This design comes from an exercise in tuning for small area, a short achievable clock period and few clock cycles on the open sky130 flow, not from production work. For this run, only the layout was checked, not whether the RTL still works. Power and IR drop assume default switching activity.

File: flow/design.v
module csb (
    input  wire        clk,
    input  wire        rst,                
    input  wire        lockstep_strict,    
    input  wire        req_valid,
    output wire        req_ready,
    input  wire [31:0] req_word,
    output reg         rsp_valid,
    output reg  [2:0]  rsp_code,
    output reg  [15:0] rsp_data,
    output reg         mem_valid,
    output reg         mem_we,
    output reg  [1:0]  mem_dev,
    output reg  [15:0] mem_addr,
    output reg  [7:0]  mem_wdata,
    input  wire        mem_ready,
    input  wire [7:0]  mem_rdata,
    output reg         ntf_valid,
    output reg  [1:0]  ntf_ext,
    output reg  [4:0]  ntf_kind,
    output reg         ntf_level,
    output reg         log_valid,
    output reg  [1:0]  log_inst,
    output reg  [4:0]  log_kind,
    output reg         log_level
);
    localparam N_AGENTS = 16;
    localparam N_CTR    = 8;
    localparam N_FF     = 16;
    localparam N_DFF    = 16;
    localparam N_AND    = 4;
    localparam N_WAND   = 8;
    localparam [17:0] TOD_RELOAD = 18'd160000;
    localparam [17:0] TOD_MID    = 18'd80000;
    localparam [7:0]  BUS_PREV_INIT = 8'h00;
    localparam [15:0] CTR_INIT      = 16'h0000;
    localparam [1:0] DEV_RAM = 2'd0;
    localparam [1:0] DEV_ROM = 2'd1;
    localparam [1:0] DEV_COL = 2'd2;
    localparam [4:0] K_IRQ  = 5'd1;
    localparam [4:0] K_NMI  = 5'd2;
    localparam [4:0] K_RDY  = 5'd3;
    localparam [4:0] K_BA   = 5'd5;
    localparam [4:0] K_CNT  = 5'd7;
    localparam [4:0] K_TOD  = 5'd8;
    localparam [4:0] K_FLAG = 5'd9;
    localparam [4:0] K_DMA  = 5'd17;
    localparam [2:0] R_OK       = 3'd0;
    localparam [2:0] R_ILLEGAL  = 3'd1;
    localparam [2:0] R_NOAGENT  = 3'd2;
    localparam [2:0] R_NOINST   = 3'd3;
    localparam [2:0] R_NOENTRY  = 3'd4;
    localparam [2:0] R_BLOCKED  = 3'd5;
    localparam [2:0] R_FAULT    = 3'd6;
    localparam [5:0] OP_ANNOUNCE = 6'h01, OP_WAIT    = 6'h02, OP_RELEASE = 6'h03,
                     OP_ALLFIN   = 6'h04, OP_START   = 6'h08, OP_STOP    = 6'h09,
                     OP_TICK     = 6'h0A, OP_SETRATE = 6'h0B, OP_GETRATE = 6'h0C,
                     OP_TODREG   = 6'h0D, OP_STORE   = 6'h10, OP_LOAD    = 6'h11,
                     OP_ISINIT   = 6'h12, OP_SETCPU  = 6'h13, OP_SETVIC  = 6'h14,
                     OP_SETCOLOR = 6'h15, OP_CTR_WLO = 6'h18, OP_CTR_WHI = 6'h19,
                     OP_CTR_DEC  = 6'h1A, OP_CTR_CLK = 6'h1B, OP_CTR_ZERO= 6'h1C,
                     OP_CTR_READ = 6'h1D, OP_FF_SET  = 6'h20, OP_FF_RST  = 6'h21,
                     OP_FF_INV   = 6'h22, OP_FF_GET  = 6'h23, OP_DFF_SET = 6'h28,
                     OP_DFF_RST  = 6'h29, OP_DFF_INV = 6'h2A, OP_DFF_CLK = 6'h2B,
                     OP_DFF_GET  = 6'h2C, OP_AND_NTF = 6'h30, OP_WAND_SET= 6'h38,
                     OP_WAND_GET = 6'h39;
    function [26:0] op_mask;   
        input [5:0] opc;
        case (opc)
            OP_ANNOUNCE, OP_WAIT:                         op_mask = {1'b1, 26'h003FFFF};
            OP_RELEASE, OP_ALLFIN, OP_START, OP_STOP,
            OP_TICK, OP_GETRATE, OP_ISINIT:               op_mask = {1'b1, 26'h3FFFFFF};
            OP_SETRATE, OP_SETCPU:                        op_mask = {1'b1, 26'h3FF0000};
            OP_TODREG, OP_SETVIC, OP_SETCOLOR:            op_mask = {1'b1, 26'h3FFFF00};
            OP_STORE:                                     op_mask = {1'b1, 26'h0000000};
            OP_LOAD:                                      op_mask = {1'b1, 26'h0FF0000};
            OP_CTR_WLO, OP_CTR_WHI:                       op_mask = {1'b1, 26'h003FF00};
            OP_CTR_DEC:                                   op_mask = {1'b1, 26'h003FFFE};
            OP_CTR_CLK, OP_CTR_ZERO, OP_CTR_READ,
            OP_FF_SET, OP_FF_RST, OP_FF_INV, OP_FF_GET,
            OP_DFF_SET, OP_DFF_RST, OP_DFF_INV, OP_DFF_CLK,
            OP_DFF_GET, OP_WAND_GET:                      op_mask = {1'b1, 26'h003FFFF};
            OP_AND_NTF:                                   op_mask = {1'b1, 26'h003E0FE};
            OP_WAND_SET:                                  op_mask = {1'b1, 26'h003FEFE};
            default:                                      op_mask = {1'b0, 26'h0000000};
        endcase
    endfunction
    function [1:0] tgt_len;
        input [7:0] id;
        case (id)
            8'd0: tgt_len = 2'd0;
            8'd1: tgt_len = 2'd1;
            8'd2: tgt_len = 2'd2;
            8'd3: tgt_len = 2'd2;
            8'd4: tgt_len = 2'd3;
            8'd5: tgt_len = 2'd2;
            default: tgt_len = 2'd0;
        endcase
    endfunction
    function [2:0] tgt_entry;
        input [7:0] id;
        input [1:0] n;
        case ({id, n})
            {8'd1, 2'd0}: tgt_entry = 3'b000;    
            {8'd2, 2'd0}: tgt_entry = 3'b100;    
            {8'd2, 2'd1}: tgt_entry = 3'b001;    
            {8'd3, 2'd0}: tgt_entry = 3'b000;    
            {8'd3, 2'd1}: tgt_entry = 3'b001;    
            {8'd4, 2'd0}: tgt_entry = 3'b111;    
            {8'd4, 2'd1}: tgt_entry = 3'b100;    
            {8'd4, 2'd2}: tgt_entry = 3'b011;    
            {8'd5, 2'd0}: tgt_entry = 3'b101;    
            {8'd5, 2'd1}: tgt_entry = 3'b101;    
            default:      tgt_entry = 3'b000;
        endcase
    endfunction
    function [17:0] and_cfg;
        input [1:0] i;
        case (i)
            2'd0: and_cfg = {K_TOD, K_CNT,  K_FLAG, 3'b000};    
            2'd1: and_cfg = {K_IRQ, K_NMI,  K_CNT,  3'b100};    
            2'd2: and_cfg = {K_RDY, K_BA,   K_IRQ,  3'b010};    
            default: and_cfg = {K_TOD, K_DMA, K_RDY, 3'b110};   
        endcase
    endfunction
    function [1:0] page_dev;
        input [7:0] table_id;
        input [7:0] page;
        if (table_id >= 8'd2 && page[7:4] == 4'hD)
            page_dev = DEV_ROM;
        else
            page_dev = DEV_RAM;
    endfunction
    reg [15:0]          bar_expected;
    reg [15:0]          bar_pending;
    reg [N_AGENTS-1:0]  bar_blocked;
    reg [15:0]          clk_rate;
    reg                 clk_running;
    reg [17:0]          clk_tod;
    reg [7:0]           clk_targets;      
    reg [7:0]           bus_prev;
    reg [7:0]           cpu_rd_id, cpu_wr_id, vic_rd_id, color_id;
    reg                 cpu_set, vic_set, color_set;
    reg [15:0]          ctr_counter [0:N_CTR-1];
    reg [15:0]          ctr_latch   [0:N_CTR-1];
    reg [N_CTR-1:0]     ctr_dec;
    reg [N_FF-1:0]      ff_state;
    reg [N_DFF-1:0]     dff_in;
    reg [N_DFF-1:0]     dff_out;
    reg [N_AND-1:0]     and_in1, and_in2;
    reg [N_WAND-1:0]    wand_l1, wand_l2;
    localparam [2:0] S_IDLE = 3'd0, S_EXEC = 3'd1, S_MEM = 3'd2,
                     S_DLV  = 3'd3, S_RESP = 3'd4;
    reg [2:0]  state;
    reg [31:0] w;                
    reg        mem_phase;        
    reg [7:0]  load_lo;
    reg        dl_active;        
    reg [2:0]  dl_rcv;
    reg [4:0]  dl_kind;
    reg        dl_level;
    reg        dl_list;          
    reg [1:0]  dl_idx;
    reg        dl_round_level;   
    assign req_ready = (state == S_IDLE);
    wire [5:0]  opc    = w[31:26];
    wire [7:0]  agent  = w[25:18];
    wire [7:0]  inst   = w[25:18];
    wire        view   = w[25];
    wire        aec    = w[24];
    wire [7:0]  value  = w[23:16];
    wire [15:0] addr   = w[15:0];
    wire [15:0] imm16  = w[15:0];
    wire [7:0]  id     = w[7:0];
    wire [7:0]  id_rd  = w[15:8];
    wire [7:0]  id_wr  = w[7:0];
    wire [7:0]  byte_v = w[7:0];
    wire        on_bit = w[0];
    wire [4:0]  kind   = w[12:8];
    wire        level  = w[0];
    wire        line   = w[8];
    wire [26:0] mk        = op_mask(opc);
    wire        legal     = mk[26] && ((w[25:0] & mk[25:0]) == 26'd0);
    wire        bus_init  = cpu_set && vic_set && color_set;
    wire [17:0] tod_next  = clk_tod - 18'd1;
    reg  [2:0]  refuse;
    always @(*) begin
        refuse = R_OK;
        if (!legal)
            refuse = R_ILLEGAL;
        else case (opc)
            OP_ANNOUNCE, OP_WAIT:
                if (agent >= N_AGENTS)               refuse = R_NOAGENT;
                else if (bar_blocked[agent[3:0]])    refuse = R_BLOCKED;
            OP_TODREG:
                if (id > 8'd5)                       refuse = R_NOENTRY;
            OP_SETCPU:
                if (!(id_rd == 8'd0 || id_rd == 8'd2) ||
                    !(id_wr == 8'd1 || id_wr == 8'd3)) refuse = R_NOENTRY;
            OP_SETVIC:
                if (!(id == 8'd0 || id == 8'd2))     refuse = R_NOENTRY;
            OP_SETCOLOR:
                if (id != 8'd0)                      refuse = R_NOENTRY;
            OP_CTR_WLO, OP_CTR_WHI, OP_CTR_DEC, OP_CTR_CLK, OP_CTR_ZERO, OP_CTR_READ:
                if (inst >= N_CTR)                   refuse = R_NOINST;
            OP_FF_SET, OP_FF_RST, OP_FF_INV, OP_FF_GET:
                if (inst >= N_FF)                    refuse = R_NOINST;
            OP_DFF_SET, OP_DFF_RST, OP_DFF_INV, OP_DFF_CLK, OP_DFF_GET:
                if (inst >= N_DFF)                   refuse = R_NOINST;
            OP_AND_NTF:
                if (inst >= N_AND)                   refuse = R_NOINST;
            OP_WAND_SET, OP_WAND_GET:
                if (inst >= N_WAND)                  refuse = R_NOINST;
            default: ;
        endcase
    end
    wire do_op = (state == S_EXEC) && (refuse == R_OK);
    wire [17:0] dcfg     = and_cfg(dl_rcv[1:0]);
    wire [4:0]  d_k1     = dcfg[17:13];
    wire [4:0]  d_k2     = dcfg[12:8];
    wire [4:0]  d_kout   = dcfg[7:3];
    wire [2:0]  d_tgt    = dcfg[2:0];
    wire        dl_and   = (state == S_DLV) && dl_active && dl_rcv[2];
    wire        d_hit1   = dl_and && (dl_kind == d_k1);
    wire        d_hit2   = dl_and && (dl_kind != d_k1) && (dl_kind == d_k2);
    genvar g;
    generate
        for (g = 0; g < N_CTR; g = g + 1) begin : g_ctr
            wire sel = do_op && (inst == g);
            always @(posedge clk) begin
                if (rst) begin
                    ctr_counter[g] <= CTR_INIT;
                    ctr_latch[g]   <= 16'hFFFF;
                    ctr_dec[g]     <= 1'b0;
                end else if (sel) begin
                    case (opc)
                        OP_CTR_WLO: ctr_latch[g][7:0] <= byte_v;
                        OP_CTR_WHI: begin
                            ctr_latch[g][15:8] <= byte_v;
                            if (!ctr_dec[g])
                                ctr_counter[g] <= {byte_v, ctr_latch[g][7:0]};
                        end
                        OP_CTR_DEC: ctr_dec[g] <= on_bit;
                        OP_CTR_CLK:
                            if (ctr_dec[g])
                                ctr_counter[g] <= ctr_counter[g] - 16'd1;
                        default: ;
                    endcase
                end
            end
        end
        for (g = 0; g < N_FF; g = g + 1) begin : g_ff
            wire sel = do_op && (inst == g);
            always @(posedge clk) begin
                if (rst)
                    ff_state[g] <= 1'b0;
                else if (sel) begin
                    case (opc)
                        OP_FF_SET: ff_state[g] <= 1'b1;
                        OP_FF_RST: ff_state[g] <= 1'b0;
                        OP_FF_INV: ff_state[g] <= ~ff_state[g];
                        default: ;
                    endcase
                end
            end
        end
        for (g = 0; g < N_DFF; g = g + 1) begin : g_dff
            wire sel = do_op && (inst == g);
            always @(posedge clk) begin
                if (rst) begin
                    dff_in[g]  <= 1'b0;
                    dff_out[g] <= 1'b0;
                end else if (sel) begin
                    case (opc)
                        OP_DFF_SET: dff_in[g]  <= 1'b1;
                        OP_DFF_RST: dff_in[g]  <= 1'b0;
                        OP_DFF_INV: dff_in[g]  <= ~dff_in[g];
                        OP_DFF_CLK: dff_out[g] <= dff_in[g];
                        default: ;
                    endcase
                end
            end
        end
        for (g = 0; g < N_WAND; g = g + 1) begin : g_wand
            wire sel = do_op && (inst == g) && (opc == OP_WAND_SET);
            always @(posedge clk) begin
                if (rst) begin
                    wand_l1[g] <= 1'b1;
                    wand_l2[g] <= 1'b1;
                end else if (sel) begin
                    if (!line) wand_l1[g] <= level;
                    else       wand_l2[g] <= level;
                end
            end
        end
        for (g = 0; g < N_AND; g = g + 1) begin : g_and
            wire sel = (dl_rcv[1:0] == g);
            always @(posedge clk) begin
                if (rst) begin
                    and_in1[g] <= 1'b1;
                    and_in2[g] <= 1'b1;
                end else begin
                    if (d_hit1 && sel) and_in1[g] <= dl_level;
                    if (d_hit2 && sel) and_in2[g] <= dl_level;
                end
            end
        end
    endgenerate
    always @(posedge clk) begin
        if (rst) begin
            state        <= S_IDLE;
            w            <= 32'd0;
            mem_phase    <= 1'b0;
            load_lo      <= 8'd0;
            dl_active    <= 1'b0;
            dl_rcv       <= 3'd0;
            dl_kind      <= 5'd0;
            dl_level     <= 1'b0;
            dl_list      <= 1'b0;
            dl_idx       <= 2'd0;
            dl_round_level <= 1'b0;
            bar_expected <= 16'd0;
            bar_pending  <= 16'd0;
            bar_blocked  <= {N_AGENTS{1'b0}};
            clk_rate     <= 16'h0100;
            clk_running  <= 1'b0;
            clk_tod      <= TOD_RELOAD;
            clk_targets  <= 8'd0;
            bus_prev     <= BUS_PREV_INIT;
            cpu_rd_id    <= 8'd0;
            cpu_wr_id    <= 8'd0;
            vic_rd_id    <= 8'd0;
            color_id     <= 8'd0;
            cpu_set      <= 1'b0;
            vic_set      <= 1'b0;
            color_set    <= 1'b0;
            rsp_valid    <= 1'b0;
            rsp_code     <= 3'd0;
            rsp_data     <= 16'd0;
            mem_valid    <= 1'b0;
            mem_we       <= 1'b0;
            mem_dev      <= 2'd0;
            mem_addr     <= 16'd0;
            mem_wdata    <= 8'd0;
            ntf_valid    <= 1'b0;
            ntf_ext      <= 2'd0;
            ntf_kind     <= 5'd0;
            ntf_level    <= 1'b0;
            log_valid    <= 1'b0;
            log_inst     <= 2'd0;
            log_kind     <= 5'd0;
            log_level    <= 1'b0;
        end else begin
            rsp_valid <= 1'b0;
            ntf_valid <= 1'b0;
            log_valid <= 1'b0;
            case (state)
            S_IDLE: begin
                if (req_valid) begin
                    w     <= req_word;
                    state <= S_EXEC;
                end
            end
            S_EXEC: begin
                rsp_code <= refuse;
                rsp_data <= 16'd0;
                state    <= S_RESP;
                if (refuse == R_OK) begin
                    case (opc)
                    OP_ANNOUNCE: bar_expected <= bar_expected + 16'd1;
                    OP_WAIT: begin
                        if (bar_pending != 16'd0)
                            bar_pending <= bar_pending - 16'd1;
                        bar_blocked[agent[3:0]] <= 1'b1;
                    end
                    OP_RELEASE: begin
                        bar_pending <= bar_expected;
                        bar_blocked <= {N_AGENTS{1'b0}};
                    end
                    OP_ALLFIN:  rsp_data <= {15'd0, bar_pending == 16'd0};
                    OP_START:   clk_running <= 1'b1;
                    OP_STOP:    clk_running <= 1'b0;
                    OP_TICK: begin
                        if (clk_running && (!lockstep_strict || bar_pending == 16'd0)) begin
                            bar_pending <= bar_expected;
                            bar_blocked <= {N_AGENTS{1'b0}};
                            if (tod_next == 18'd0) begin
                                clk_tod <= TOD_RELOAD;
                                if (tgt_len(clk_targets) != 2'd0) begin
                                    dl_list  <= 1'b1;
                                    dl_idx   <= 2'd0;
                                    dl_round_level <= 1'b1;
                                    state    <= S_DLV;
                                end
                            end else begin
                                clk_tod <= tod_next;
                                if (tod_next == TOD_MID && tgt_len(clk_targets) != 2'd0) begin
                                    dl_list  <= 1'b1;
                                    dl_idx   <= 2'd0;
                                    dl_round_level <= 1'b0;
                                    state    <= S_DLV;
                                end
                            end
                        end
                    end
                    OP_SETRATE: clk_rate <= imm16[15] ? 16'h0100 : imm16;
                    OP_GETRATE: rsp_data <= clk_rate;
                    OP_TODREG:  clk_targets <= id;
                    OP_STORE, OP_LOAD: begin
                        if (!bus_init)
                            rsp_code <= R_FAULT;
                        else if (opc == OP_STORE) begin
                            if (view == 1'b0 && aec) begin
                                mem_valid <= 1'b1;
                                mem_we    <= 1'b1;
                                mem_dev   <= page_dev(cpu_wr_id, addr[15:8]);
                                mem_addr  <= addr;
                                mem_wdata <= value;
                                state     <= S_MEM;
                            end
                        end else begin
                            if (view == 1'b0 && !aec)
                                rsp_data <= 16'h00FF;
                            else if (view == 1'b1 && aec)
                                rsp_data <= {4'd0, bus_prev[3:0], 8'hFF};
                            else begin
                                mem_valid <= 1'b1;
                                mem_we    <= 1'b0;
                                mem_dev   <= page_dev(view ? vic_rd_id : cpu_rd_id, addr[15:8]);
                                mem_addr  <= addr;
                                mem_phase <= 1'b0;
                                state     <= S_MEM;
                            end
                        end
                    end
                    OP_ISINIT:  rsp_data <= {15'd0, bus_init};
                    OP_SETCPU: begin
                        cpu_rd_id <= id_rd;
                        cpu_wr_id <= id_wr;
                        cpu_set   <= 1'b1;
                    end
                    OP_SETVIC: begin
                        vic_rd_id <= id;
                        vic_set   <= 1'b1;
                    end
                    OP_SETCOLOR: begin
                        color_id  <= id;
                        color_set <= 1'b1;
                    end
                    OP_CTR_ZERO: rsp_data <= {15'd0, ctr_counter[inst[2:0]] == 16'd0};
                    OP_CTR_READ: rsp_data <= ctr_counter[inst[2:0]];
                    OP_FF_GET:   rsp_data <= {15'd0, ff_state[inst[3:0]]};
                    OP_DFF_GET:  rsp_data <= {15'd0, dff_out[inst[3:0]]};
                    OP_WAND_GET: rsp_data <= {15'd0, wand_l1[inst[2:0]] & wand_l2[inst[2:0]]};
                    OP_AND_NTF: begin
                        dl_list   <= 1'b0;
                        dl_active <= 1'b1;
                        dl_rcv    <= {1'b1, inst[1:0]};
                        dl_kind   <= kind;
                        dl_level  <= level;
                        state     <= S_DLV;
                    end
                    default: ;
                    endcase
                end
            end
            S_MEM: begin
                if (mem_ready) begin
                    mem_valid <= 1'b0;
                    if (mem_we) begin
                        bus_prev <= mem_wdata;
                        state    <= S_RESP;
                    end else if (view == 1'b0) begin
                        bus_prev <= mem_rdata;
                        rsp_data <= {8'd0, mem_rdata};
                        state    <= S_RESP;
                    end else if (!mem_phase) begin
                        bus_prev  <= mem_rdata;
                        load_lo   <= mem_rdata;
                        mem_phase <= 1'b1;
                        mem_valid <= 1'b1;
                        mem_dev   <= DEV_COL;
                    end else begin
                        rsp_data <= {4'd0, mem_rdata[3:0], load_lo};
                        state    <= S_RESP;
                    end
                end
            end
            S_DLV: begin
                if (dl_active) begin
                    if (!dl_rcv[2]) begin
                        ntf_valid <= 1'b1;
                        ntf_ext   <= dl_rcv[1:0];
                        ntf_kind  <= dl_kind;
                        ntf_level <= dl_level;
                        dl_active <= 1'b0;
                    end else if (d_hit1) begin
                        dl_rcv   <= d_tgt;
                        dl_kind  <= d_kout;
                        dl_level <= dl_level & and_in2[dl_rcv[1:0]];
                    end else if (d_hit2) begin
                        dl_rcv   <= d_tgt;
                        dl_kind  <= d_kout;
                        dl_level <= and_in1[dl_rcv[1:0]] & dl_level;
                    end else begin
                        log_valid <= 1'b1;
                        log_inst  <= dl_rcv[1:0];
                        log_kind  <= dl_kind;
                        log_level <= dl_level;
                        dl_active <= 1'b0;
                    end
                end else if (dl_list && dl_idx < tgt_len(clk_targets)) begin
                    dl_active <= 1'b1;
                    dl_rcv    <= tgt_entry(clk_targets, dl_idx);
                    dl_idx    <= dl_idx + 2'd1;
                    dl_kind   <= K_TOD;
                    dl_level  <= dl_round_level;
                end else begin
                    state <= S_RESP;
                end
            end
            S_RESP: begin
                rsp_valid <= 1'b1;
                state     <= S_IDLE;
            end
            default: state <= S_IDLE;
            endcase
        end
    end
endmodule
File: flow/run.sh
#!/bin/bash
# synth_recipe.tcl (not shown) runs the flow's synth.tcl, then flattens the netlist and writes it again
# the make line also repeats each setting of config.mk as NAME=value (left out here)
make -C /OpenROAD-flow-scripts/flow DESIGN_CONFIG=/design/flow/config.mk WORK_HOME=/design/flow/orfs CLKGATE_MAP_FILE= SYNTH_SCRIPT=/design/flow/synth_recipe.tcl finish
File: flow/config.mk
export PLATFORM = sky130hd
export DESIGN_NAME = csb
export DESIGN_NICKNAME = csb
export VERILOG_FILES = /design/flow/design.v
export SDC_FILE = /design/flow/constraint.sdc
export NUM_CORES = 4
export LEC_CHECK = 0
export CAP_MARGIN = 20
export CORE_MARGIN = 2
export CORE_UTILIZATION = 40
export PLACE_DENSITY = 0.6
export SLEW_MARGIN = 20
File: flow/constraint.sdc
create_clock -name core_clock -period 7.0 [get_ports {clk}]
set_input_delay 1.4000 -clock core_clock [delete_from_list [all_inputs] [get_ports {clk}]]
set_output_delay 1.4000 -clock core_clock [all_outputs]
set_load 0.01 [all_outputs]
==> metrics.cfg <==
[routing]
drt-initial-drc-count = 3371
wl_um = 97600
drt.antenna.violating_nets = 0
avgViaCountPerCell = 6.17
first_pass_iters = 9
drc = 0
wl_per_cell_um = 21.7
via_count = 27714

[logic_synthesis]
yosys.area.top_type_share_pct = 37.8
yosysMostFrequentCell = dfxtp_1
synth_top_cells_by_count = dfxtp_1, nand2_1, a21oi_1
synth-async-reset-ratio_pct = 0
yosysUniqueCellTypes = 85
yosys_warnings = 3
syn_area_per_cell_um2 = 7.72
ys_seq_area_share_pct = 37.8
syn_nets = 3665
yosysTopAreaCell = dfxtp_1
synth_area_um2 = 27700
synth_edf_count = 0
synth.area.top_cells = dfxtp_1, a21oi_1, o21ai_0
ys_ff_latch = 523
syn_inst = 3587
synth_flop_cell = dfxtp_1

[die]
die_area_um2 = 71300
start_util_pct = 40.4
rows = 96
die_h_um = 267
core_area_um2 = 68600
io_pins = 112
die_x_um = 267

[critical_path]
crit_path_top_delay_cell = dfxtp_1
critPathMaxFanout = 22
cp.arrival_ns = 5.53
r2r_start = w[25]$_SDFFE_PP0P_
crit_buf_inv = 2
critPathLaunch = w[25]$_SDFFE_PP0P_
path_cells = inv_1, ha_1, or3b_2, nor4_1, o221ai_1, and4_1, buf_4, nand4_1, nor2_1, a221oi_1
endpoint_kind = flop
cp-start-kind = flop
cp_data_required_time_ns = 7.45
slowest_delay_ns = 0.88
crit_family = simple AND/OR/NAND/NOR gates
worst-setup-path-type = reg2reg

[sta]
slew_headroom_pct = 25.7
skew_ns = 0.0461
hold_viol_final = 0
tns_ns = 0
tightest_slew_ns = 1.12
slew_violations = 0
setup_viol = 0
period_share_pct = 72.6
min_period_ns = 5.08
fmax_ghz = 0.197
grt_setup_unrepaired = false

[layout]
final_layout_size_suffix_gt1_share_pct = 6.86
fill_cells = 6792
num-nets-final = 3586
areaGrowthSynthToFinish_pct = 13.6

[power]
power_frac_clock_pct = 43.4
p_leak_nw = 10.9
peakVddDrop_mv = 0.175
total_power_mw = 7.83
intPower_mw = 5.44
sw_frac_of_total_pct = 30.6
p_sw_mw = 2.39
seqPwrFrac_pct = 40.6
combPwrFrac_pct = 16.0
power_density_nw_per_um2 = 249

[clock_network]
cts.htree.levels = 2
cts_buffers = 60
ctsHoldBuffers = 0
cts_sinks = 523
cts_buffer_depth = 3
cts.repair.resized = 0
cts_setup_buffers = 0
cts_tree = yes
insertion_delay_ns = 0.66
root_buffer = clkbuf_16
path_clk_slew_ns = 0.07

[job]
cap_violations = 0

[global_route]
grt_first_pass_wirelength_um = 151000
antenna_found_initial = 0
overflow = 0
grt_max_degree = 206
grt_pass1_vias = 24951
track_usage_pct = 26.6

[placed_design]
port_buffers = 111
gp_congestion = 0.908
dp_hpwl_um = 65700

[run_status]
outcome = timing/DRC/antenna clean

[worst_hold_path]
min_path_type = reg2reg
worstHoldStart = dff_in[10]$_SDFFE_PP0P_

routing by layer:
layer / part of all wire (%) / track usage (%) / vias up
li1: - / - / 13136
met1: 45 / 38.2 / 13306
met2: 45 / 41.1 / 1123
met3: 7.4 / 3.43 / 149
met4: 2.8 / 8.24 / 0
met5: 0 / 0 / -
metrics by stage:
step | cell area [um^2] | setup WS, ns | instances | hold slack [ns] | utilization (%)
global placement | 29300 | 2.25 | 4374 | 0.438 | 42.7
detailed placement | 29300 | 2.05 | 4374 | 0.438 | 42.7
finish | 31400 | 1.92 | 4491 | 0.456 | 45.8
CTS | 31400 | 1.97 | 4487 | 0.451 | 45.8
floorplan | 27700 | 3.29 | 3587 | 0.422 | -
global route | 31400 | 1.65 | 4490 | 0.476 | 45.8
cells by family (layout without fill, tap and decap cells):
kind of cell / count (synthesis) / count (layout) / share of synthesized area [%]
buf+inv: 392 / 364 / 5.45
compound gates: 1183 / 1183 / 26.5
flops: 523 / 523 / 37.8
xor+xnor: 18 / 18 / 0.570
simple gates: 1354 / 1354 / 24.5
mux: 83 / 83 / 3.61
other cells: 0 / 1 / 0
fa+ha+maj: 34 / 34 / 1.53
path summary, 6_finish.rpt:
| kind | endpoint | slack (ns) | cells after the start |
|---|---|---|---|
| min reg2reg | dff_out[10]$_SDFFE_PP0P_ | 0.46 | 2 |
| min | dff_out[10]$_SDFFE_PP0P_ | 0.46 | 2 |
| max | ctr_counter[6][0]$_SDFFE_PP0P_ | 1.92 | 10 |
| max reg2reg | ctr_counter[6][0]$_SDFFE_PP0P_ | 1.92 | 10 |
power by group through the flow:
stage	combinational (mW)	sequential, mW	clock, mW
floorplan	0.808	3.16	0
global placement	1.21	3.24	0
detailed placement	1.21	3.24	0
CTS	1.22	3.18	3.43
global route	1.33	3.19	3.55
finish	1.25	3.18	3.40
sequential cells by signal (all words and copies together) (netlist names), 8 cells and up:
signal        cells
bar_pending      16
clk_rate         15
bar_expected     16
dff_out          16
mem_addr         16
ctr_counter     128
mem_wdata         8
bar_blocked      16
clk_targets       8
ff_state         16
load_lo           8
ctr_latch        64
dff_in           16
clk_tod          18
rsp_data         16
mk                9
ctr_dec           8
wand_l2           8
w                32
wand_l1           8
layout by cell type (no fill, tap or decap), drive strengths merged, types with 13 or more instances in the layout:
master | Yosys | layout
inv | 86 | 88
and3 | 32 | 32
nand2b | 27 | 27
a31oi | 67 | 67
or4 | 37 | 37
clkinv | 1 | 16
and2 | 38 | 38
a211oi | 34 | 34
clkdlybuf4s50 | 0 | 110
clkbuf | 273 | 86
o211ai | 39 | 39
or3 | 40 | 40
buf | 32 | 54
a21oi | 393 | 393
mux2i | 57 | 57
a31o | 15 | 15
nor2 | 303 | 303
a222oi | 31 | 31
o21ai | 337 | 337
mux2 | 14 | 14
nand3b | 13 | 13
a21o | 15 | 15
o32ai | 17 | 17
nor2b | 21 | 21
nand4 | 77 | 77
nand3 | 85 | 85
nand2 | 408 | 408
o22ai | 13 | 13
nor3 | 115 | 115
and4 | 13 | 13
dfxtp | 523 | 523
nor4 | 70 | 70
a221oi | 14 | 14
o31ai | 50 | 50
a221o | 39 | 39
nor3b | 23 | 23
ha | 33 | 33
tightest hold or removal path, cell delays in order, from the launching register on:
cell,delay (ns)
dfxtp_1,0.32
nand4_1,0.07
a21oi_1,0.06
final cells by class:
cell class                 instances  area [um^2]  share of cell area [%]
clock inverter                    27          395                    1.26
sequential                       523        10500                    33.3
timing repair buffer             164         1570                    4.98
antenna                            1         2.50                 0.00796
clock buffer                      86         1730                    5.50
inverter                          87          328                    1.04
multi-input combinational       2672        15800                    50.2
tap                              931         1160                    3.70

[afterwards: timing with drivers on the ports]
The results above use ideal ports. As a check the final layout listed here was re-extracted and re-timed, cells and wires unchanged.
Step 1, drivers: a clkbuf_16 drives clk and a buf_2 each remaining input, both assumed.
Step 2 times the ports against the registers' clock, not the clock port: input delays grow and output delays shrink by t, the midpoint of the rising clock arrivals with the driver on.
a / b / c = ideal / step 1 / step 2; a / b = the first two.
t, ns: 0.705
setup WS [ns]: 1.918 / 1.918 / 1.918
latest minus earliest clock arrival (ns): 0.046 / 0.046
After both steps this run still meets setup and hold. The setup slack of this run moves by 0.000 ns with the drivers and by 0.000 ns with both steps.
